This design comes from an exercise in tuning for small area, a short achievable clock period and few clock cycles on the open sky130 flow, not from production work. The RTL was checked by simulation tests, not by an equivalence proof against the original design. No activity file was given, so power comes from the tool's default toggle rates.

--- config.mk ---
export PLATFORM = sky130hd
export DESIGN_NAME = wscf
export DESIGN_NICKNAME = wscf
export VERILOG_FILES = /design/flow/design.v
export SDC_FILE = /design/flow/constraint.sdc
export NUM_CORES = 4
export LEC_CHECK = 0
export CAP_MARGIN = 20
export CORE_MARGIN = 2
export CORE_UTILIZATION = 25
export GPL_ROUTABILITY_DRIVEN = 1
export PLACE_DENSITY = 0.45
export SETUP_SLACK_MARGIN = 4.5
export SLEW_MARGIN = 20
export TNS_END_PERCENT = 10
--- constraint.sdc ---
create_clock -name core_clock -period 12.0 [get_ports {clk}]
set_input_delay 2.4000 -clock core_clock [delete_from_list [all_inputs] [get_ports {clk}]]
set_output_delay 2.4000 -clock core_clock [all_outputs]
set_load 0.01 [all_outputs]
--- design.v ---
module wscf (
    input  wire        clk,
    input  wire        rst,       
    input  wire        req,
    input  wire        we,
    input  wire [8:0]  addr,
    input  wire [31:0] wdata,
    output wire        ack,
    output reg  [31:0] rdata
);
    localparam [31:0] ID_VALUE = 32'h57534346;
    localparam [3:0] E_ILLEGAL = 4'd1, E_NOCAL = 4'd2, E_NOTFINE = 4'd3,
                     E_CALLOCK = 4'd4, E_HOST = 4'd5;
    localparam [1:0] S_IDLE = 2'd0, S_RUN = 2'd1, S_ACK = 2'd2;
    localparam [3:0] M_TPDEC = 4'h0, M_T32T10 = 4'h1, M_C10F10 = 4'h2, M_LUXDEC = 4'h3,
                     M_C100F10 = 4'h4, M_PAINHG = 4'h5, M_TPSAMPLE = 4'h6, M_LUXSAMPLE = 4'h7,
                     M_COMPT = 4'h8, M_COMPH = 4'h9, M_COMPP = 4'hA, M_ENV = 4'hB;
    localparam [5:0] U_TPD = 6'd0, U_TPS1 = 6'd1, U_TPS2 = 6'd2,
                     U_C100_1 = 6'd3, U_C100_2 = 6'd4, U_C100_3 = 6'd5,
                     U_C10_1 = 6'd6, U_C10_2 = 6'd7, U_C10_3 = 6'd8,
                     U_PA1 = 6'd9, U_PA2 = 6'd10, U_LX = 6'd11,
                     U_T1 = 6'd13, U_T2 = 6'd14, U_T3 = 6'd15, U_T4 = 6'd16,
                     U_T5 = 6'd17, U_T6 = 6'd18,
                     U_H1 = 6'd19, U_H2 = 6'd20, U_H3 = 6'd21, U_H4 = 6'd22,
                     U_H5 = 6'd23, U_H6 = 6'd24, U_H7 = 6'd25, U_H8 = 6'd26,
                     U_H9 = 6'd27, U_H10 = 6'd28, U_H11 = 6'd29,
                     U_P1 = 6'd30, U_P2 = 6'd31, U_P3 = 6'd32, U_P4 = 6'd33,
                     U_P5 = 6'd34, U_P6 = 6'd35, U_P7 = 6'd36, U_P8 = 6'd37,
                     U_P9 = 6'd38, U_DIVI = 6'd39, U_DIVL = 6'd40, U_P11 = 6'd41,
                     U_P12 = 6'd42, U_P13 = 6'd43, U_P14 = 6'd44, U_P15 = 6'd45,
                     U_C100F1 = 6'd46, U_C100F2 = 6'd47, U_C10F = 6'd48, U_PAF = 6'd49;
    localparam [63:0] M10   = 64'd3435973837;    
    localparam [63:0] M5    = 64'd3435973837;    
    localparam [63:0] M1693 = 64'd2597782937;    
    localparam [63:0] M100  = 64'd171798692;     
    localparam [63:0] M51   = 64'd41121;         
    localparam [63:0] M5x9  = 64'd30923764533;   
    localparam [63:0] M10x18 = 64'd61847529066;  
    localparam [63:0] KC    = 64'd11012296146945;  
    localparam [63:0] M1693x50 = 64'd129889146850;  
    localparam [63:0] K100  = 64'd8589934600;    
    function [63:0] sx32;
        input [31:0] v;
        sx32 = {{32{v[31]}}, v};
    endfunction
    function [63:0] sx16;
        input [15:0] v;
        sx16 = {{48{v[15]}}, v};
    endfunction
    reg [31:0] xr [0:15];
    reg [15:0] xv;                      
    reg [7:0]  raw [0:7];
    reg [15:0] cT1, cT2, cT3, cP1, cP2, cP3, cP4, cP5, cP6, cP7, cP8, cP9, cH2;
    reg [7:0]  cH1, cH3, cH6;
    reg [11:0] cH4, cH5;
    reg [31:0] tfine;
    reg [31:0] rd_t100, rd_rh10, rd_pa, rd_tpint, rd_tpext, rd_lux;
    reg        st_cal, st_tfv, st_envv, st_tpv, st_luxv, st_pzero, st_hclo, st_hchi;
    reg        st_err, st_eovf;
    reg [3:0]  st_ecode;
    reg [31:0] einfo;
    wire [31:0] status = {8'd0, st_ecode, 2'b00, st_eovf, st_err, 8'd0,
                          st_hchi, st_hclo, st_pzero, st_luxv, st_tpv, st_envv, st_tfv, st_cal};
    function [31:0] xget;
        input [3:0] i;
        integer j;
        begin
            xget = 32'd0;
            for (j = 0; j < 16; j = j + 1)
                if (i == j && xv[j]) xget = xr[j];
        end
    endfunction
    function [31:0] calv;
        input [4:0] k;
        begin
            case (k)
                5'd0:  calv = {16'd0, cT1};
                5'd1:  calv = {{16{cT2[15]}}, cT2};
                5'd2:  calv = {{16{cT3[15]}}, cT3};
                5'd3:  calv = {16'd0, cP1};
                5'd4:  calv = {{16{cP2[15]}}, cP2};
                5'd5:  calv = {{16{cP3[15]}}, cP3};
                5'd6:  calv = {{16{cP4[15]}}, cP4};
                5'd7:  calv = {{16{cP5[15]}}, cP5};
                5'd8:  calv = {{16{cP6[15]}}, cP6};
                5'd9:  calv = {{16{cP7[15]}}, cP7};
                5'd10: calv = {{16{cP8[15]}}, cP8};
                5'd11: calv = {{16{cP9[15]}}, cP9};
                5'd12: calv = {24'd0, cH1};
                5'd13: calv = {{16{cH2[15]}}, cH2};
                5'd14: calv = {24'd0, cH3};
                5'd15: calv = {20'd0, cH4};
                5'd16: calv = {20'd0, cH5};
                default: calv = {{24{cH6[7]}}, cH6};
            endcase
        end
    endfunction
    reg  [1:0] st;
    wire       idle   = (st == S_IDLE);
    wire       is_cmd = (addr == 9'h010);
    wire [6:0] widx   = addr[8:2];
    wire       a_mis  = (addr[1:0] != 2'b00);
    wire       a_x    = (widx[6:4] == 3'b001);
    wire       a_raw  = (widx[6:3] == 4'b0100);
    wire       a_cal  = (widx >= 7'd40 && widx < 7'd58);
    wire       a_rd   = (widx[6:3] == 4'b1000) && (widx[2:0] != 3'd7);
    wire       a_ctl  = (widx < 7'd5);
    wire       a_resv = !(a_ctl || a_x || a_raw || a_cal || a_rd);
    wire       a_ro   = (widx == 7'd0) || (widx == 7'd3) || a_rd;
    wire [4:0] a_cali = widx[4:0] - 5'd8;
    wire [7:0]  wop = wdata[31:24];
    wire [3:0]  wa  = wdata[23:20];
    wire [3:0]  wb  = wdata[19:16];
    wire [15:0] wc  = wdata[15:0];
    wire        w_long = (wop[7:3] == 5'b00100) || (wop[7:2] == 6'b001100);
    reg w_illegal;
    always @(*) begin
        case (wop)
            8'h00, 8'h06, 8'h07, 8'h33: w_illegal = (wdata[23:0] != 24'd0);
            8'h01, 8'h02:               w_illegal = (wb != 4'd0);
            8'h03: w_illegal = (wb != 4'd0) || (wc[15:4] != 12'd0) || (wc[3:0] > 4'd7);
            8'h04: w_illegal = (wa != 4'd0) || (wc[15:3] != 13'd0);
            8'h05: w_illegal = (wa != 4'd0) || (wc[15:5] != 11'd0) || (wc[4:0] > 5'd17);
            8'h12, 8'h27: w_illegal = (wa != 4'd0) || (wc != 16'd0);
            8'h26: w_illegal = (wa != 4'd0) || (wc[11:0] != 12'd0);
            8'h10, 8'h11, 8'h13, 8'h14, 8'h15,
            8'h20, 8'h21, 8'h22, 8'h23, 8'h24, 8'h25,
            8'h30, 8'h31, 8'h32: w_illegal = (wc != 16'd0);
            default: w_illegal = 1'b1;
        endcase
    end
    reg [3:0]  mode;
    reg [3:0]  fa, fb, fcx;
    reg [5:0]  upc;
    reg [49:0] uoh;                     
    reg        cfin;                    
    reg        cont;                    
    reg [63:0] acc, ma, mb;
    reg        mbc;
    reg [39:0] g0;
    reg [31:0] g1, g2;
    reg        sgn;
    reg [63:0] dq;                      
    reg [30:0] dr;                      
    reg [30:0] dd;                      
    reg        dneg, nneg;
    reg [3:0]  dcnt;
    wire env = (mode == M_ENV);
    wire [3:0]  xidx = idle ? wb : fcx;
    wire [31:0] xp   = xget(xidx);
    reg  [31:0] xbr;
    wire        xp_c100 = (xp <= 32'd238609294);
    wire        xp_c10  = (xp <= 32'd119304646);
    wire        xp_pa   = (xp <= 32'd42949672);
    wire [31:0] xb   = xbr;
    wire [63:0] T1z = {48'd0, cT1};
    wire [63:0] T2s = sx16(cT2);
    wire [63:0] T3s = sx16(cT3);
    wire [63:0] P1z = {48'd0, cP1};
    wire [63:0] P2s = sx16(cP2);
    wire [63:0] P3s = sx16(cP3);
    wire [63:0] P4s = sx16(cP4);
    wire [63:0] P5s = sx16(cP5);
    wire [63:0] P6s = sx16(cP6);
    wire [63:0] P7s = sx16(cP7);
    wire [63:0] P8s = sx16(cP8);
    wire [63:0] P9s = sx16(cP9);
    wire [63:0] H1z = {56'd0, cH1};
    wire [63:0] H2s = sx16(cH2);
    wire [63:0] H3z = {56'd0, cH3};
    wire [63:0] H4z = {52'd0, cH4};
    wire [12:0] nh5 = 13'd0 - {1'b0, cH5};
    wire [63:0] NH5 = {{51{nh5[12]}}, nh5};
    wire [63:0] H6s = {{56{cH6[7]}}, cH6};
    wire [63:0] xbs   = sx32(xb);
    wire [63:0] fld_b = {{50{xb[15]}}, xb[15:2]};
    wire [63:0] adct  = env ? {44'd0, raw[3], raw[4], raw[5][7:4]} : xbs;
    wire [63:0] adch  = env ? {48'd0, raw[6], raw[7]} : xbs;
    wire [63:0] adcp  = env ? {44'd0, raw[0], raw[1], raw[2][7:4]} : xbs;
    wire        p0ovf = !env && xb[31] && (xb[30:21] == 10'd0) && (!xb[20] || (xb[19:0] == 20'd0));
    wire [63:0] a32  = sx32(acc[31:0]);
    wire [63:0] g0s  = sx32(g0[31:0]);
    wire [63:0] g0l  = {{24{g0[39]}}, g0};
    wire [63:0] g1s  = sx32(g1[31:0]);
    wire [63:0] g2s  = sx32(g2[31:0]);
    wire [63:0] tfs  = sx32(tfine);
    wire [63:0] lxm  = M100 << xb[15:12];
    wire [63:0] adct_env = {44'd0, raw[3], raw[4], raw[5][7:4]};
    wire        h_lo = acc[31];
    wire        h_hi = !acc[31] && (acc[30:0] > 31'd419430400);
    wire [63:0] h_n  = h_lo ? 64'd0 : h_hi ? 64'd51200 : {45'd0, acc[31:13]};    
    wire        a3zero = (acc[63:33] == 31'd0);
    wire [30:0] a3     = acc[63:33];
    wire [30:0] a3abs  = acc[63] ? (31'd0 - a3) : a3;
    reg [63:0] op_a, op_v, op_c, op_e, op_k;
    reg        op_cin;
    reg        op_u16;                  
    wire s_a_0 = uoh[U_TPD];
    wire s_v_1 = uoh[U_TPD] | uoh[U_TPS1] | uoh[U_TPS2];
    wire s_k_2 = uoh[U_TPD] | uoh[U_TPS1] | uoh[U_TPS2];
    wire s_a_3 = uoh[U_TPS1];
    wire s_a_4 = uoh[U_TPS2];
    wire s_a_5 = uoh[U_C100_1] | uoh[U_C10_1] | uoh[U_PA1];
    wire s_v_6 = uoh[U_C100_1];
    wire s_a_7 = uoh[U_C100_2];
    wire s_v_8 = uoh[U_C100_2] | uoh[U_C10_2];
    wire s_a_9 = uoh[U_C100_3];
    wire s_v_10 = uoh[U_C100_3] | uoh[U_C10_3];
    wire s_k_11 = uoh[U_C100_3] | uoh[U_C10_1];
    wire s_v_12 = uoh[U_C10_1];
    wire s_a_13 = uoh[U_C10_2];
    wire s_a_14 = uoh[U_C10_3];
    wire s_k_15 = uoh[U_C10_3];
    wire s_v_16 = uoh[U_PA1];
    wire s_a_17 = uoh[U_PA2];
    wire s_v_18 = uoh[U_PA2];
    wire s_a_19 = uoh[U_LX];
    wire s_v_20 = uoh[U_LX];
    wire s_k_21 = uoh[U_LX];
    wire s_a_22 = uoh[U_C100F1];
    wire s_v_23 = uoh[U_C100F1] | uoh[U_C10F];
    wire s_a_24 = uoh[U_C100F2];
    wire s_v_25 = uoh[U_C100F2];
    wire s_k_26 = uoh[U_C100F2] | uoh[U_C10F];
    wire s_a_27 = uoh[U_C10F];
    wire s_a_28 = uoh[U_PAF];
    wire s_v_29 = uoh[U_PAF];
    wire s_a_30 = uoh[U_T1] | idle;
    wire s_v_31 = uoh[U_T1] | idle;
    wire s_c_32 = uoh[U_T1];
    wire s_a_33 = uoh[U_T2] | uoh[U_T6] | uoh[U_H2];
    wire s_v_34 = uoh[U_T2];
    wire s_a_35 = uoh[U_T3];
    wire s_v_36 = uoh[U_T3];
    wire s_a_37 = uoh[U_T4];
    wire s_v_38 = uoh[U_T4];
    wire s_a_39 = uoh[U_T5] | uoh[U_H7];
    wire s_v_40 = uoh[U_T5] | uoh[U_H1] | uoh[U_P1] | uoh[U_P15];
    wire s_c_41 = uoh[U_T5];
    wire s_v_42 = uoh[U_T6];
    wire s_k_43 = uoh[U_T6];
    wire s_a_44 = uoh[U_H1] | uoh[U_P1];
    wire s_k_45 = uoh[U_H1];
    wire s_v_46 = uoh[U_H2];
    wire s_c_47 = uoh[U_H2];
    wire s_e_48 = uoh[U_H2];
    wire s_k_49 = uoh[U_H2];
    wire s_a_50 = uoh[U_H3] | uoh[U_H4];
    wire s_v_51 = uoh[U_H3];
    wire s_v_52 = uoh[U_H4];
    wire s_a_53 = uoh[U_H5];
    wire s_v_54 = uoh[U_H5];
    wire s_c_55 = uoh[U_H5];
    wire s_a_56 = uoh[U_H6];
    wire s_v_57 = uoh[U_H6];
    wire s_c_58 = uoh[U_H6];
    wire s_k_59 = uoh[U_H6];
    wire s_v_60 = uoh[U_H7];
    wire s_a_61 = uoh[U_H8];
    wire s_v_62 = uoh[U_H8];
    wire s_a_63 = uoh[U_H9];
    wire s_v_64 = uoh[U_H9];
    wire s_a_65 = uoh[U_H10];
    wire s_v_66 = uoh[U_H10] | uoh[U_P8] | uoh[U_DIVI];
    wire s_c_67 = uoh[U_H10];
    wire s_a_68 = uoh[U_H11];
    wire s_v_69 = uoh[U_H11];
    wire s_e_70 = uoh[U_H11];
    wire s_k_71 = uoh[U_P1];
    wire s_a_72 = uoh[U_P2] | uoh[U_P3] | uoh[U_P7] | uoh[U_P9] | uoh[U_DIVI] | uoh[U_P13];
    wire s_v_73 = uoh[U_P2];
    wire s_v_74 = uoh[U_P3];
    wire s_a_75 = uoh[U_P4];
    wire s_v_76 = uoh[U_P4];
    wire s_c_77 = uoh[U_P4] | cont;
    wire s_e_78 = uoh[U_P4];
    wire s_a_79 = uoh[U_P5] | uoh[U_P11] | uoh[U_P14];
    wire s_v_80 = uoh[U_P5];
    wire s_a_81 = uoh[U_P6];
    wire s_v_82 = uoh[U_P6];
    wire s_c_83 = uoh[U_P6];
    wire s_v_84 = uoh[U_P7];
    wire s_c_85 = uoh[U_P7];
    wire s_e_86 = uoh[U_P7];
    wire s_a_87 = uoh[U_P8];
    wire s_c_88 = uoh[U_P8];
    wire s_k_89 = uoh[U_P8];
    wire s_v_90 = uoh[U_P9];
    wire s_v_91 = uoh[U_P11];
    wire s_a_92 = uoh[U_P12];
    wire s_v_93 = uoh[U_P12];
    wire s_v_94 = uoh[U_P13];
    wire s_v_95 = uoh[U_P14];
    wire s_c_96 = uoh[U_P14];
    wire s_a_97 = uoh[U_P15];
    wire s_c_98 = uoh[U_P15];
    wire s_e_99 = uoh[U_P15];
    wire s_c_100 = idle;
    wire s_a_101 = cont;
    wire s_v_102 = cont;
    always @(*) begin
        op_a = ({64{s_a_0}} & ((mode == M_TPDEC) ? fld_b : xbs))
            | ({64{s_a_3}} & (fld_b))
            | ({64{s_a_4}} & ({{50{g0[15]}}, g0[15:2]}))
            | ({64{s_a_5}} & (xbs))
            | ({64{s_a_7}} & (acc[31] ? (64'd0 - M5) : M5))
            | ({64{s_a_9}} & ({34'd0, acc[63:34]}))
            | ({64{s_a_13}} & (acc[31] ? (64'd0 - M10) : M10))
            | ({64{s_a_14}} & ({35'd0, acc[63:35]}))
            | ({64{s_a_17}} & (M1693))
            | ({64{s_a_19}} & (lxm))
            | ({64{s_a_22}} & (M5x9))
            | ({64{s_a_24}} & (M10))
            | ({64{s_a_27}} & (M10x18))
            | ({64{s_a_28}} & (M1693x50))
            | ({64{s_a_30}} & (T1z))
            | ({64{s_a_33}} & (a32))
            | ({64{s_a_35}} & ({g0s[63], g0s[63:1]}))
            | ({64{s_a_37}} & ({{12{a32[63]}}, a32[63:12]}))
            | ({64{s_a_39}} & ({{14{a32[63]}}, a32[63:14]}))
            | ({64{s_a_44}} & (tfs))
            | ({64{s_a_50}} & (g0s))
            | ({64{s_a_53}} & (g2s))
            | ({64{s_a_56}} & ({{10{a32[63]}}, a32[63:10]}))
            | ({64{s_a_61}} & ({{15{a32[63]}}, a32[63:15]}))
            | ({64{s_a_63}} & ({{7{a32[63]}}, a32[63:7]}))
            | ({64{s_a_65}} & ({{4{a32[63]}}, a32[63:4]}))
            | ({64{s_a_68}} & (M51))
            | ({64{s_a_72}} & (acc))
            | ({64{s_a_75}} & (g0l << 17))
            | ({64{s_a_79}} & (dq))
            | ({64{s_a_81}} & (g0l << 12))
            | ({64{s_a_87}} & (adcp << 31))
            | ({64{s_a_92}} & ({{13{dq[63]}}, dq[63:13]}))
            | ({64{s_a_97}} & ({{19{acc[63]}}, acc[63:19]}))
            | ({64{s_a_101}} & (ma));
        op_v = ({64{s_v_1}} & (64'd10))
            | ({64{s_v_6}} & (64'd9))
            | ({64{s_v_8}} & (a32))
            | ({64{s_v_10}} & (sgn ? {64{1'b1}} : 64'd1))
            | ({64{s_v_12}} & (64'd18))
            | ({64{s_v_16}} & (64'd100))
            | ({64{s_v_18}} & ({33'd0, acc[31:1]}))
            | ({64{s_v_20}} & ({52'd0, xb[11:0]}))
            | ({64{s_v_23}} & (xbs))
            | ({64{s_v_25}} & ({34'd0, acc[63:34]}))
            | ({64{s_v_29}} & ({32'd0, xb}))
            | ({64{s_v_31}} & ({{63{1'b1}}, 1'b0}))
            | ({64{s_v_34}} & (T2s))
            | ({64{s_v_36}} & ({g0s[63], g0s[63:1]}))
            | ({64{s_v_38}} & (T3s))
            | ({64{s_v_40}} & (64'd1))
            | ({64{s_v_42}} & (64'd5))
            | ({64{s_v_46}} & (NH5))
            | ({64{s_v_51}} & (H6s))
            | ({64{s_v_52}} & (H3z))
            | ({64{s_v_54}} & ({{11{a32[63]}}, a32[63:11]}))
            | ({64{s_v_57}} & (H2s))
            | ({64{s_v_60}} & (g1s))
            | ({64{s_v_62}} & ({{15{a32[63]}}, a32[63:15]}))
            | ({64{s_v_64}} & (H1z))
            | ({64{s_v_66}} & ({64{1'b1}}))
            | ({64{s_v_69}} & (h_n))
            | ({64{s_v_73}} & (acc))
            | ({64{s_v_74}} & (P6s))
            | ({64{s_v_76}} & (P5s))
            | ({64{s_v_80}} & (P3s))
            | ({64{s_v_82}} & (P2s))
            | ({64{s_v_84}} & (P1z))
            | ({64{s_v_90}} & (64'd3125))
            | ({64{s_v_91}} & ((nneg ^ dneg) ? {64{1'b1}} : 64'd1))
            | ({64{s_v_93}} & (P9s))
            | ({64{s_v_94}} & ({{13{dq[63]}}, dq[63:13]}))
            | ({64{s_v_95}} & (P8s))
            | ({64{s_v_102}} & (mb));
        op_c = ({64{s_c_32}} & ({{3{adct[63]}}, adct[63:3]}))
            | ({64{s_c_41}} & (g1s))
            | ({64{s_c_47}} & (adch << 14))
            | ({64{s_c_55}} & (g2s << 15))
            | ({64{s_c_58}} & (H2s << 21))
            | ({64{s_c_67}} & (g2s))
            | ({64{s_c_77}} & (acc))
            | ({64{s_c_83}} & ({{8{acc[63]}}, acc[63:8]}))
            | ({64{s_c_85}} & (P1z << 47))
            | ({64{s_c_88}} & (~dq))
            | ({64{s_c_96}} & (P7s << 31))
            | ({64{s_c_98}} & (dq))
            | ({64{s_c_100}} & ({3'd0, adct_env[63:3]}));
        op_e = ({64{s_e_48}} & (~(H4z << 20)))
            | ({64{s_e_70}} & (h_n[15] ? (M51 << 16) : 64'd0))
            | ({64{s_e_78}} & (P4s << 35))
            | ({64{s_e_86}} & (cP1[15] ? (acc << 16) : 64'd0))
            | ({64{s_e_99}} & (g0l));
        op_k = ({64{s_k_2}} & (64'd16))
            | ({64{s_k_11}} & (64'd5))
            | ({64{s_k_15}} & (64'd320))
            | ({64{s_k_21}} & (K100))
            | ({64{s_k_26}} & (KC))
            | ({64{s_k_43}} & (64'd128))
            | ({64{s_k_45}} & (-64'sd76800))
            | ({64{s_k_49}} & (64'd16385))
            | ({64{s_k_59}} & (64'd8192))
            | ({64{s_k_71}} & (-64'sd128000))
            | ({64{s_k_89}} & ({p0ovf, 63'd0} + (64'd1 << 51) + 64'd1));
        op_u16 = uoh[U_H11]|uoh[U_P7];
        op_cin = cont & mbc;
    end
    wire [16:0] bv = {op_v[15:0], op_cin};
    reg  [63:0] pp [0:7];
    reg  [63:0] pn;
    reg  [63:0] bsel;
    integer bj;
    always @(*) begin
        pn = 64'd0;
        for (bj = 0; bj < 8; bj = bj + 1) begin
            case (bv[2*bj +: 3])
                3'b001, 3'b010, 3'b101, 3'b110: bsel = op_a;
                3'b011, 3'b100:                 bsel = op_a << 1;
                default:                        bsel = 64'd0;
            endcase
            pn[2 * bj] = bv[2*bj + 2] && (bv[2*bj +: 2] != 2'b11);
            if (pn[2 * bj]) bsel = ~bsel;
            pp[bj] = bsel << (2 * bj);
        end
    end
    wire [63:0] mout = pp[0] + pp[1] + pp[2] + pp[3] + pp[4] + pp[5] + pp[6] + pp[7]
                     + pn + op_c + op_e + op_k;
    wire               more = !op_u16 && !((&op_v[63:15]) || !(|op_v[63:15]));
    reg  [31:0] d3;                     
    reg  [30:0] dv_r;
    reg  [63:0] dv_q;
    reg  [31:0] dv_s;
    reg  [32:0] dv_1, dv_2, dv_3;
    integer di;
    always @(*) begin
        dv_r = dr; dv_q = dq;
        for (di = 0; di < 2; di = di + 1) begin
            dv_s = {dv_r[29:0], dv_q[63:62]};
            dv_1 = {1'b0, dv_s} - {2'b00, dd};
            dv_2 = {1'b0, dv_s} - {1'b0, dd, 1'b0};
            dv_3 = {1'b0, dv_s} - {1'b0, d3};
            if (!dv_3[32]) begin
                dv_r = dv_3[30:0]; dv_q = {dv_q[61:0], 2'd3};
            end else if (!dv_2[32]) begin
                dv_r = dv_2[30:0]; dv_q = {dv_q[61:0], 2'd2};
            end else if (!dv_1[32]) begin
                dv_r = dv_1[30:0]; dv_q = {dv_q[61:0], 2'd1};
            end else begin
                dv_r = dv_s[30:0]; dv_q = {dv_q[61:0], 2'd0};
            end
        end
    end
    reg [2:0] dsk;
    always @(*) begin
        if (|dd[30:28])      dsk = 3'd7;
        else if (|dd[27:24]) dsk = 3'd6;
        else if (|dd[23:20]) dsk = 3'd5;
        else if (|dd[19:16]) dsk = 3'd4;
        else if (|dd[15:12]) dsk = 3'd3;
        else if (|dd[11:8])  dsk = 3'd2;
        else if (|dd[7:4])   dsk = 3'd1;
        else                 dsk = 3'd0;
    end
    wire [94:0] dpre = {31'd0, acc} << {dsk, 2'b00};
    wire run     = (st == S_RUN);
    wire mac_op  = run && !uoh[U_DIVL] && !(uoh[U_DIVI] && !(acc[63] && !nneg));
    wire last    = !more;
    reg  fin_u;
    always @(*) begin
        case (upc)
            U_TPD, U_TPS2, U_C10_3, U_PA2, U_LX, U_P15,
            U_C100F2, U_C10F, U_PAF: fin_u = 1'b1;
            U_T6:  fin_u = (mode == M_COMPT);
            U_H11: fin_u = (mode == M_COMPH);
            U_P8:  fin_u = a3zero;
            default: fin_u = 1'b0;
        endcase
    end
    wire xb_s16 = (&xb[31:15]) || !(|xb[31:15]);
    wire xb_u15 = !(|xb[31:15]);
    wire mb_one = (&mb[63:15]) || !(|mb[63:15]);
    wire fin = run && (uoh[U_TPD] || uoh[U_TPS2] || uoh[U_C10_3] || uoh[U_LX] || uoh[U_P15]
                       || (uoh[U_T6] && mode == M_COMPT) || (uoh[U_H11] && mode == M_COMPH)
                       || (uoh[U_P8] && a3zero) || (uoh[U_PA2] && !(|acc[31:16]))
                       || (uoh[U_C100F2] && !(|acc[63:49])) || (uoh[U_C10F] && xb_s16)
                       || (uoh[U_PAF] && xb_u15) || (cont && cfin && mb_one));
    assign ack = req && ((idle && !(we && is_cmd && w_long)) || (st == S_ACK) || fin);
    wire [31:0] r_tp   = {{5{mout[31]}}, mout[31:5]};
    wire [31:0] r_t100 = {{8{mout[31]}}, mout[31:8]};
    wire [31:0] r_rh   = mout[52:21];
    wire [31:0] r_cf   = {3'd0, mout[63:35]};
    wire [31:0] mres = ({32{upc == U_TPD}} & r_tp) | ({32{upc == U_C10_3}} & mout[31:0])
                     | ({32{upc == U_PA2 || upc == U_PAF}} & r_pa8)
                     | ({32{upc == U_C100F2 || upc == U_C10F}} & r_cf)
                     | ({32{upc == U_LX}} & r_lx) | ({32{upc == U_T6}} & r_t100)
                     | ({32{upc == U_H11}} & r_rh) | ({32{upc == U_P15}} & r_pa);
    wire [31:0] r_pa   = {8'd0, mout[39:16]};
    wire [31:0] r_pa8  = {10'd0, mout[63:42]};
    wire [31:0] r_lx   = {2'd0, mout[63:34]};
    integer ri;
    always @(*) begin
        rdata = 32'd0;
        for (ri = 0; ri < 16; ri = ri + 1)
            if (addr == 9'h040 + 4 * ri && xv[ri]) rdata = rdata | xr[ri];
        for (ri = 0; ri < 8; ri = ri + 1)
            if (addr == 9'h080 + 4 * ri) rdata = rdata | {24'd0, raw[ri]};
        for (ri = 0; ri < 18; ri = ri + 1)
            if (addr == 9'h0A0 + 4 * ri) rdata = rdata | calv(ri);
        if (addr == 9'h100) rdata = rdata | tfine;
        if (addr == 9'h104) rdata = rdata | rd_t100;
        if (addr == 9'h108) rdata = rdata | rd_rh10;
        if (addr == 9'h10C) rdata = rdata | rd_pa;
        if (addr == 9'h110) rdata = rdata | rd_tpint;
        if (addr == 9'h114) rdata = rdata | rd_tpext;
        if (addr == 9'h118) rdata = rdata | rd_lux;
        if (addr == 9'h000) rdata = rdata | ID_VALUE;
        if (addr == 9'h008) rdata = rdata | status;
        if (addr == 9'h00C) rdata = rdata | einfo;
    end
    wire [31:0] xbw = xp;
    reg [31:0] getr_v;
    always @(*) begin
        case (wc[2:0])
            3'd0: getr_v = tfine;
            3'd1: getr_v = rd_t100;
            3'd2: getr_v = rd_rh10;
            3'd3: getr_v = rd_pa;
            3'd4: getr_v = rd_tpint;
            3'd5: getr_v = rd_tpext;
            3'd6: getr_v = rd_lux;
            default: getr_v = status;
        endcase
    end
    reg        exc;
    reg [5:0]  un;
    reg [3:0]  exc_code;
    reg [31:0] exc_info;
    reg        do_reset;
    reg        xw_lo, xw_hi;
    reg [3:0]  xw_a;
    reg [31:0] xw_d;
    reg  [31:0] xw_dd;
    reg        cw;
    reg [4:0]  cw_k;
    reg [15:0] cw_d;
    integer i;
    always @(posedge clk) begin
        exc      = 1'b0;
        exc_code = 4'd0;
        exc_info = 32'd0;
        do_reset = rst;
        xw_lo    = 1'b0;
        xw_hi    = 1'b0;
        xw_a     = fa;
        xw_d     = 32'd0;
        cw       = 1'b0;
        cw_k     = 5'd0;
        cw_d     = 16'd0;
        if (!rst) begin
            case (st)
            S_IDLE: begin
              acc  <= mout;
              if (req) begin
                if (we && is_cmd) begin
                    xw_a = wa;
                    if (w_illegal) begin
                        exc = 1'b1; exc_code = E_ILLEGAL; exc_info = wdata;
                    end else if (w_long) begin
                        if ((wop[7:4] == 4'h3) && !st_cal) begin
                            exc = 1'b1; exc_code = E_NOCAL; exc_info = wdata;
                        end else if ((wop == 8'h31 || wop == 8'h32) && !st_tfv) begin
                            exc = 1'b1; exc_code = E_NOTFINE; exc_info = wdata;
                        end
                    end else begin
                        case (wop)
                        8'h01: begin xw_lo = 1'b1; xw_hi = 1'b1; xw_d = {16'd0, wc}; end
                        8'h02: begin xw_hi = 1'b1; xw_lo = !xv[wa]; xw_d = {wc, 16'd0}; end
                        8'h03: begin xw_lo = 1'b1; xw_hi = 1'b1; xw_d = getr_v; end
                        8'h04: raw[wc[2:0]] <= xbw[7:0];
                        8'h05:
                            if (st_cal) begin
                                exc = 1'b1; exc_code = E_CALLOCK; exc_info = wdata;
                            end else begin
                                cw = 1'b1; cw_k = wc[4:0]; cw_d = xbw[15:0];
                            end
                        8'h06: st_cal <= 1'b1;
                        8'h07: begin st_cal <= 1'b0; st_tfv <= 1'b0; end
                        8'h10: begin xw_lo = 1'b1; xw_hi = 1'b1; xw_d = {12'd0, xbw[23:4]}; end
                        8'h11: begin xw_lo = 1'b1; xw_hi = 1'b1; xw_d = {16'd0, xbw[15:0]}; end
                        8'h12:
                            if (st_cal) begin
                                exc = 1'b1; exc_code = E_CALLOCK; exc_info = wdata;
                            end else begin
                                cH4 <= {xbw[31:24], xbw[19:16]};
                                cH5 <= {xbw[7:0], xbw[15:12]};
                            end
                        8'h13: begin xw_lo = 1'b1; xw_hi = 1'b1; xw_d = {{18{xbw[15]}}, xbw[15:2]}; end
                        8'h14: begin xw_lo = 1'b1; xw_hi = 1'b1; xw_d = {28'd0, xbw[15:12]}; end
                        8'h15: begin xw_lo = 1'b1; xw_hi = 1'b1; xw_d = {20'd0, xbw[11:0]}; end
                        default: ;
                        endcase
                    end
                    if (w_long) begin
                        st   <= exc ? S_ACK : S_RUN;
                        mode <= {wop[4], wop[2:0]};
                        fa   <= wa;
                        fb   <= wb;
                        fcx  <= wc[15:12];
                        xbr  <= xp;
                        cont <= 1'b0;
                        nneg <= 1'b0;
                        case ({wop[4], wop[2:0]})
                            M_TPDEC, M_T32T10: un = U_TPD;
                            M_C10F10:          un = xp_c10 ? U_C10F : U_C10_1;
                            M_C100F10:         un = xp_c100 ? U_C100F1 : U_C100_1;
                            M_PAINHG:          un = xp_pa ? U_PAF : U_PA1;
                            M_TPSAMPLE:        un = U_TPS1;
                            M_LUXDEC, M_LUXSAMPLE: un = U_LX;
                            M_ENV:             un = U_T2;
                            M_COMPH:           un = U_H1;
                            M_COMPP:           un = U_P1;
                            default:           un = U_T1;
                        endcase
                        upc <= un;
                        uoh <= exc ? 50'd0 : (50'd1 << un);
                    end
                end else if (a_mis || a_resv || (we && a_ro)) begin
                    exc = 1'b1; exc_code = E_HOST; exc_info = {23'd0, addr};
                end else if (we) begin
                    if (a_x) begin
                        xw_lo = 1'b1; xw_hi = 1'b1; xw_a = widx[3:0]; xw_d = wdata;
                    end else if (a_raw)
                        raw[widx[2:0]] <= wdata[7:0];
                    else if (a_cal) begin
                        if (st_cal) begin
                            exc = 1'b1; exc_code = E_CALLOCK; exc_info = {23'd0, addr};
                        end else begin
                            cw = 1'b1; cw_k = a_cali; cw_d = wdata[15:0];
                        end
                    end else if (widx == 7'd1) begin
                        if (wdata[0]) do_reset = 1'b1;
                    end else if (widx == 7'd2) begin
                        if (wdata[16]) begin
                            st_err <= 1'b0; st_eovf <= 1'b0; st_ecode <= 4'd0; einfo <= 32'd0;
                        end
                    end
                end
            end
            end
            S_ACK: if (req) st <= S_IDLE;
            S_RUN: begin
                un = upc;
                if (mac_op) begin
                    acc <= mout;
                    ma  <= op_a << 16;
                    mb  <= {{16{op_v[63]}}, op_v[63:16]};
                    mbc <= op_v[15];
                    cont <= more;
                    if (more) cfin <= fin_u;
                end
                if (!cont) begin
                    case (upc)
                        U_C100_2, U_C10_2: sgn <= acc[31];
                        U_TPS1: g0 <= {8'd0, xp};
                        U_T2:  g0 <= {8'd0, acc[31:0]};
                        U_T3:  g1 <= a32[42:11];
                        U_T6:  begin tfine <= acc[31:0]; st_tfv <= 1'b1; end
                        U_H2:  g0 <= {8'd0, acc[31:0]};
                        U_H3:  g1 <= a32[46:15];
                        U_H4:  g2 <= a32[41:10];
                        U_H8:  g2 <= acc[31:0];
                        U_H11: begin st_hclo <= h_lo; st_hchi <= h_hi; end
                        U_P2:  g0 <= acc[39:0];
                        U_P3, U_P5: dq <= acc;              
                        U_P8:  begin dd <= a3abs; dneg <= acc[63]; end
                        U_P14: g0 <= {acc[63], acc[63:25]};
                        default: ;
                    endcase
                end
                if (last || upc == U_P8 || upc == U_DIVI || upc == U_DIVL) begin
                    un = upc + 6'd1;
                    case (upc)
                    U_TPD:  begin xw_lo = 1'b1; xw_hi = 1'b1; end
                    U_TPS1: rd_tpint <= r_tp;
                    U_TPS2: begin rd_tpext <= r_tp; st_tpv <= 1'b1; end
                    U_C100_3: un = U_C10_2;
                    U_C10_3: begin xw_lo = 1'b1; xw_hi = 1'b1; end
                    U_PA2:  begin xw_lo = 1'b1; xw_hi = 1'b1; end
                    U_C100F2, U_C10F: begin xw_lo = 1'b1; xw_hi = 1'b1; end
                    U_PAF:  begin xw_lo = 1'b1; xw_hi = 1'b1; end
                    U_LX:
                        if (mode == M_LUXSAMPLE) begin
                            rd_lux <= r_lx; st_luxv <= 1'b1;
                        end else begin
                            xw_lo = 1'b1; xw_hi = 1'b1; 
                        end
                    U_T6:
                        if (mode == M_COMPT) begin
                            xw_lo = 1'b1; xw_hi = 1'b1; 
                        end else
                            rd_t100 <= r_t100;
                    U_H11:
                        if (mode == M_COMPH) begin
                            xw_lo = 1'b1; xw_hi = 1'b1; 
                        end else
                            rd_rh10 <= r_rh;
                    U_P8:
                        if (a3zero) begin
                            st_pzero <= 1'b1;
                            if (mode == M_COMPP) begin
                                xw_lo = 1'b1; xw_hi = 1'b1; 
                            end else begin
                                rd_pa <= 32'd0; st_envv <= 1'b1;
                            end
                        end
                    U_DIVI:
                        if (acc[63] && !nneg) begin
                            nneg <= 1'b1;
                            un = U_DIVI;
                        end else begin
                            dr   <= dpre[94:64];
                            dq   <= dpre[63:0];
                            dcnt <= 4'd15 - {1'b0, dsk};
                        end
                    U_DIVL: begin
                        dr <= dv_r;
                        dq <= dv_q;
                        dcnt <= dcnt - 4'd1;
                        if (dcnt != 4'd0) un = U_DIVL;
                        else if (!(nneg ^ dneg)) un = U_P12;
                    end
                    U_P11: dq <= mout;                   
                    U_P15: begin
                        st_pzero <= 1'b0;
                        if (mode == M_COMPP) begin
                            xw_lo = 1'b1; xw_hi = 1'b1; 
                        end else begin
                            rd_pa <= r_pa; st_envv <= 1'b1;
                        end
                    end
                    default: ;
                    endcase
                end
                upc <= un;
                uoh <= (fin || (mac_op && more)) ? 50'd0 : (50'd1 << un);
                if (fin) st <= req ? S_IDLE : S_ACK;
            end
            default: st <= S_IDLE;
            endcase
            d3 <= {dd, 1'b0} + {1'b0, dd};
            xw_dd = run ? mres : xw_d;
            if (xw_lo) xr[xw_a][15:0]  <= xw_dd[15:0];
            if (xw_hi) xr[xw_a][31:16] <= xw_dd[31:16];
            if (xw_lo || xw_hi) xv[xw_a] <= 1'b1;
            if (cw) begin
                case (cw_k)
                    5'd0:  cT1 <= cw_d;
                    5'd1:  cT2 <= cw_d;
                    5'd2:  cT3 <= cw_d;
                    5'd3:  cP1 <= cw_d;
                    5'd4:  cP2 <= cw_d;
                    5'd5:  cP3 <= cw_d;
                    5'd6:  cP4 <= cw_d;
                    5'd7:  cP5 <= cw_d;
                    5'd8:  cP6 <= cw_d;
                    5'd9:  cP7 <= cw_d;
                    5'd10: cP8 <= cw_d;
                    5'd11: cP9 <= cw_d;
                    5'd12: cH1 <= cw_d[7:0];
                    5'd13: cH2 <= cw_d;
                    5'd14: cH3 <= cw_d[7:0];
                    5'd15: cH4 <= cw_d[11:0];
                    5'd16: cH5 <= cw_d[11:0];
                    default: cH6 <= cw_d[7:0];
                endcase
            end
            if (exc) begin
                if (!st_err) begin
                    st_err   <= 1'b1;
                    st_ecode <= exc_code;
                    einfo    <= exc_info;
                end else
                    st_eovf  <= 1'b1;
            end
        end
        if (do_reset) begin
            st       <= S_IDLE;
            cont     <= 1'b0;
            uoh      <= 50'd0;
            xv       <= 16'd0;
            for (i = 0; i < 8; i = i + 1) raw[i] <= 8'd0;
            cT1 <= 16'd0; cT2 <= 16'd0; cT3 <= 16'd0; cP1 <= 16'd0; cP2 <= 16'd0;
            cP3 <= 16'd0; cP4 <= 16'd0; cP5 <= 16'd0; cP6 <= 16'd0; cP7 <= 16'd0;
            cP8 <= 16'd0; cP9 <= 16'd0; cH1 <= 8'd0; cH2 <= 16'd0; cH3 <= 8'd0;
            cH4 <= 12'd0; cH5 <= 12'd0; cH6 <= 8'd0;
            tfine    <= 32'd0;
            rd_t100  <= 32'd0; rd_rh10 <= 32'd0; rd_pa <= 32'd0;
            rd_tpint <= 32'd0; rd_tpext <= 32'd0; rd_lux <= 32'd0;
            st_cal   <= 1'b0; st_tfv  <= 1'b0; st_envv  <= 1'b0; st_tpv  <= 1'b0;
            st_luxv  <= 1'b0; st_pzero <= 1'b0; st_hclo <= 1'b0; st_hchi <= 1'b0;
            st_err   <= 1'b0; st_eovf <= 1'b0; st_ecode <= 4'd0;
            einfo    <= 32'd0;
        end
    end
endmodule
--- flow/run.sh ---
#!/bin/bash
# The standard layout (standard synthesis, floorplan, placement, CTS, routing), with
# two changes: the port buffers are buf_4 cells (buffer_ports otherwise picks
# clkdlybuf4s50_1, a slow delay cell, for most ports), and a timing repair with a
# setup margin runs after detailed placement (flow/post_dpl.tcl).
set -euo pipefail
F=$PWD/flow
bash standard.sh synth > synth.log 2>&1
bash standard.sh "BUFFER_PORTS_ARGS=-buffer_cell sky130_fd_sc_hd__buf_4" \
    "POST_DETAIL_PLACE_TCL=$F/post_dpl.tcl" finish > layout.log 2>&1
--- flow/post_dpl.tcl ---
# Runs at the end of ORFS's detailed placement (POST_DETAIL_PLACE_TCL): repair setup
# timing towards a period below the clock's, then legalize the placement again.
set_dont_use $::env(DONT_USE_CELLS)
estimate_parasitics -placement
repair_timing -setup -setup_margin 4.5 -repair_tns 20 -verbose
detailed_placement
optimize_mirroring
utl::info FLW 912 "Placement violations after post-placement repair [check_placement -verbose]."
estimate_parasitics -placement
--- standard.sh ---
#!/bin/bash
# synth_recipe.tcl (not shown) runs the flow's synth.tcl, then flattens the netlist and writes it again
# the make line also repeats each setting of config.mk as NAME=value (left out here)
make -C /OpenROAD-flow-scripts/flow DESIGN_CONFIG=/design/flow/config.mk WORK_HOME=/design/flow/orfs CLKGATE_MAP_FILE= SYNTH_SCRIPT=/design/flow/synth_recipe.tcl "${@:-finish}"
==> run notes <==
[critical path: cells and delay by family (launching register included)]
family | cells | cell delay (ns)
DFF | 1 | 0.49
adders and majority gates | 6 | 3.32
buffers and inverters | 8 | 1.42
and+or+nand+nor | 3 | 1.05
AOI/OAI and AO/OA | 9 | 3.49
xor gates and xnor gates | 2 | 0.54
[registers in the layout, summed over array words and instances, names as in the netlist, 21 cells and up]
name,count
rd_lux,30
rd_t100,24
g2,32
rd_tpext,27
dr,30
raw,64
uoh,49
rd_pa,24
acc,64
dq,64
d3,32
g0,40
einfo,32
g1,21
xr,512
rd_rh10,32
tfine,32
mb,48
rd_tpint,27
dd,31
xbr,32
ma,48
[per-layer routing]
layer	wire length [um]	track usage [%]	share of wire, %
met4	120000	36.1	10
met2	447000	56.9	38
met5	1390	1.56	0.12
met1	431000	51.3	37
met3	163000	19.9	14
[power breakdown]
| part | switching [uW] | leakage (uW) | total (uW) | internal, uW |
|---|---|---|---|---|
| Combinational | 816 | 0.0397 | 1070 | 256 |
| Clock | 3040 | 0.00339 | 6810 | 3770 |
| Sequential | 37.5 | 0.0129 | 5870 | 5840 |
[placed cells by master (no fill, tap or decap), types with 227 or more instances in the layout]
cell       instances
nand2_1         1719
buf_4           1458
a21oi_1          991
edfxtp_1         981
a22oi_1          844
nor2_1           764
inv_1            616
dfxtp_1          594
mux2i_1          564
o21ai_0          511
fa_1             506
xnor2_1          402
nand3_1          384
ha_1             373
a221oi_1         327
xor2_1           269
a222oi_1         256
nand4_1          234
clkbuf_16        227
[logic make-up after synthesis]
group / count (synthesis)
multiplexers: 667
buffers and inverters: 1939
XOR/XNOR: 730
AND/OR/NAND/NOR: 4093
flip-flops: 1611
AO/OA/AOI/OAI: 4574
adder cells (fa/ha/maj): 912
[area by class of cell]
type / instances / area, um^2 / area share, %
Antenna cell: 172 / 430 / 0.270
Multi-Input combinational cell: 11000 / 84000 / 52.6
Clock inverter: 118 / 1180 / 0.742
Sequential cell: 1611 / 42100 / 26.4
Timing Repair Buffer: 1686 / 15100 / 9.47
Clock buffer: 268 / 5770 / 3.61
Tap cell: 6916 / 8650 / 5.42
Inverter: 630 / 2370 / 1.48
[worst max-delay path by stage]
| stage | end | cells after the start | from | slack (ns) |
|---|---|---|---|---|
| 6_report | xr[7][27] | 28 | uoh[24] | 1.29 |
| 3_5_place_dp | xr[13][22] | 35 | uoh[8] | 0.29 |
| 5_1_grt | xr[7][27] | 38 | acc[7] | 1.31 |
| 3_3_place_gp | xr[1][23] | 35 | xbr[13] | -0.20 |
| 4_1_cts | xr[7][27] | 39 | acc[7] | 1.69 |
| 2_1_floorplan | xr[0][21] | 41 | cont | 2.38 |
[per-stage QoR]
| step | total power (uW) | setup TNS, ns |
|---|---|---|
| 2_1_floorplan | 6330 | 0 |
| 3_3_place_gp | 6930 | -3.22 |
| 3_5_place_dp | 6930 | 0 |
| 4_1_cts | 13600 | 0 |
| 5_1_grt | 13800 | 0 |
| 6_report | 13800 | 0 |
[what timing repair did]
item	CTS	global route
setup endpoints to repair	986	1266
cloned	5	3
endpoints found under the hold margin	0	0
pin swaps	26	27
buffers inserted	31	5
hold buffers	0	0
resized for setup	56	21
==> impl_results.md <==
* Status: finished clean
* Overall routing resource usage at 42.7%
* Post-synth EDFFs at 981
* Post-Synthesis Cells at 14500
* First-pass GRT wire length at 1470000 um
* Compound-Gate Fraction of Synth Area at 25.1%
* Min-delay src: rd_t100[5]
* Crit-path slowest cell: fa_1
* Synth area leaders: edfxtp_1 (23%), dfxtp_1 (9.7%), fa_1 (8.0%)
* Syn Nets at 15500
* Predominant post-synthesis flop cell: edfxtp_1
* Total congestion overflow at 0
* Worst r2r path cells at 28
* WHS at 0.475 ns
* Pwr/cell area at 86.1 nW/um^2
* Worst-Margin Slew at 1.40 ns
* Final #Nets at 16100
* First-pass DRT Iterations at 12
* R2r startpoint: uoh[24]
* Crit. End Element: flop
* Main combinational cell family by area after synthesis: compound AO/OA/AOI/OAI gates
* DP HPWL at 896000 um
* Syn_area_per_cell at 8.91 um^2
* Setup WS pre-CTS at 0.288 ns
* Distinct cell type count of the synthesized netlist at 115
* CORE AREA at 516000 um^2
* Cell Count, Final, Fillers Out at 22400
* Clock Skew at 0.112 ns
* Count of boundary I/O pins at 78
* Maximum capacitance violations at 0
* Peak supply drop at 124 uV
* Finished Cell Area at 160000 um^2
* Hold crit path type: flop to flop
* Crit Path Max Fanout at 15
* Achievable Freq at 0.0933 GHz
* # rows at 264
* Util after Layout at 30.9%
* Initial antenna violation count at 223
* DIE AREA at 523000 um^2
* GPL Wtd Cong at 1.14
* Clock tree buffer depth at 4
* Cell area after synthesis at 129000 um^2
* Final Cycle Share at 89.3%
* Port bufs at 77
* Final Hold Viols at 0
* Vias at 150000
* Fill count at 54400
* Rel. slew slack at 6.61%
* Die X-Extent at 723 um
* Clock Pin Slew Worst Setup and Hold Paths at 0.07 ns
* Reg2reg end: xr[7][27]
* Worst reg2reg setup slack at 1.29 ns
* Worst path arrival time at 11.42 ns
* Largest net degree at the start of global routing at 133
* WHS Endpoint: rd_t100[5]
* Xor-xnor portion of the synthesized cell area at 5.00%
* 1st-iter DRT viols at 28900
* Synth Area in Adders at 11.8%
* Wire length per cell at 51.9 um
* Hold Path Stages at 2
* Crit Path Class: flop to flop
* CP dominant cell by count: fa_1
* Synth area leader: edfxtp_1
* Worst-skew pair later-pin latency at 1.04 ns
* Share of cells above drive strength 1 at 18.3%
* Final wirelength at 1160000 um
* CTS root buf: clkbuf_16
* Mux share of post-synthesis cell area at 5.40%
* Die Ht at 723 um
* Post-synthesis simple-gate area fraction at 14.5%
* Yosys warns at 2
* Setup WS post-layout at 1.29 ns
* Leading cell type by number of instances after synthesis: nand2_1
* Async set-reset flop share out of synthesis at 0%
* Synth top cells by count: nand2_1 (1728), clkbuf_1 (1085), a21oi_1 (1035)
* Detail Route Antenna Nets at 0
* CP startpoint kind: flop
* Placed inst area at 148000 um^2
* CTS Buf Count at 208
* Lkg Pwr at 0.0560 uW
* P&R area growth vs syn at 23.4%
* Final min period at 10.71 ns
* Final Max Slew Viols at 0
* Number of synthesized register bits at 1611
* Yosys top cell area share at 22.8%
* CTS tree: built
* RSZ-0062 raised after global routing: yes
* Drt drc at 0
* Critical Path Max Stage Delay at 0.72 ns
* Initial Util at 25.1%
* WP data required at 12.71 ns
* Htree depth at 4
* Setup violators final at 0
* Vias/cell at 6.70
* Number of global-route vias before repair at 135000
* Seq/Total Area, Yosys at 32.5%
* CTS sink count at 1611
* Cell count after placement at 21600
Testbench counts, summed over its fixed seeds: cycles 12,883.

[re-timing with driven ports]
Ports are ideal in the flow. The routed layout listed here was re-timed in OpenROAD. Step 1 (the two cells are an assumption about what drives the block):
set clk [get_ports {clk}]
set_driving_cell -lib_cell sky130_fd_sc_hd__clkbuf_16 $clk
set_driving_cell -lib_cell sky130_fd_sc_hd__buf_2 [delete_from_list [all_inputs] $clk]
Step 2 times the ports against the registers' clock, not the clock port: input delays grow and output delays shrink by t, the midpoint of the rising clock arrivals with the driver on. Slacks: ideal ports / drivers / drivers and shift; pairs: ideal ports / drivers.
shift t [ns]: 1.099
setup slack, ns: 1.286 / 1.286 / 1.286
slew at the worst register clock pin (ns): 0.07 / 0.07
After both steps this run still meets setup and hold. The setup slack of this run moves by 0.000 ns with the drivers and by 0.000 ns with both steps.
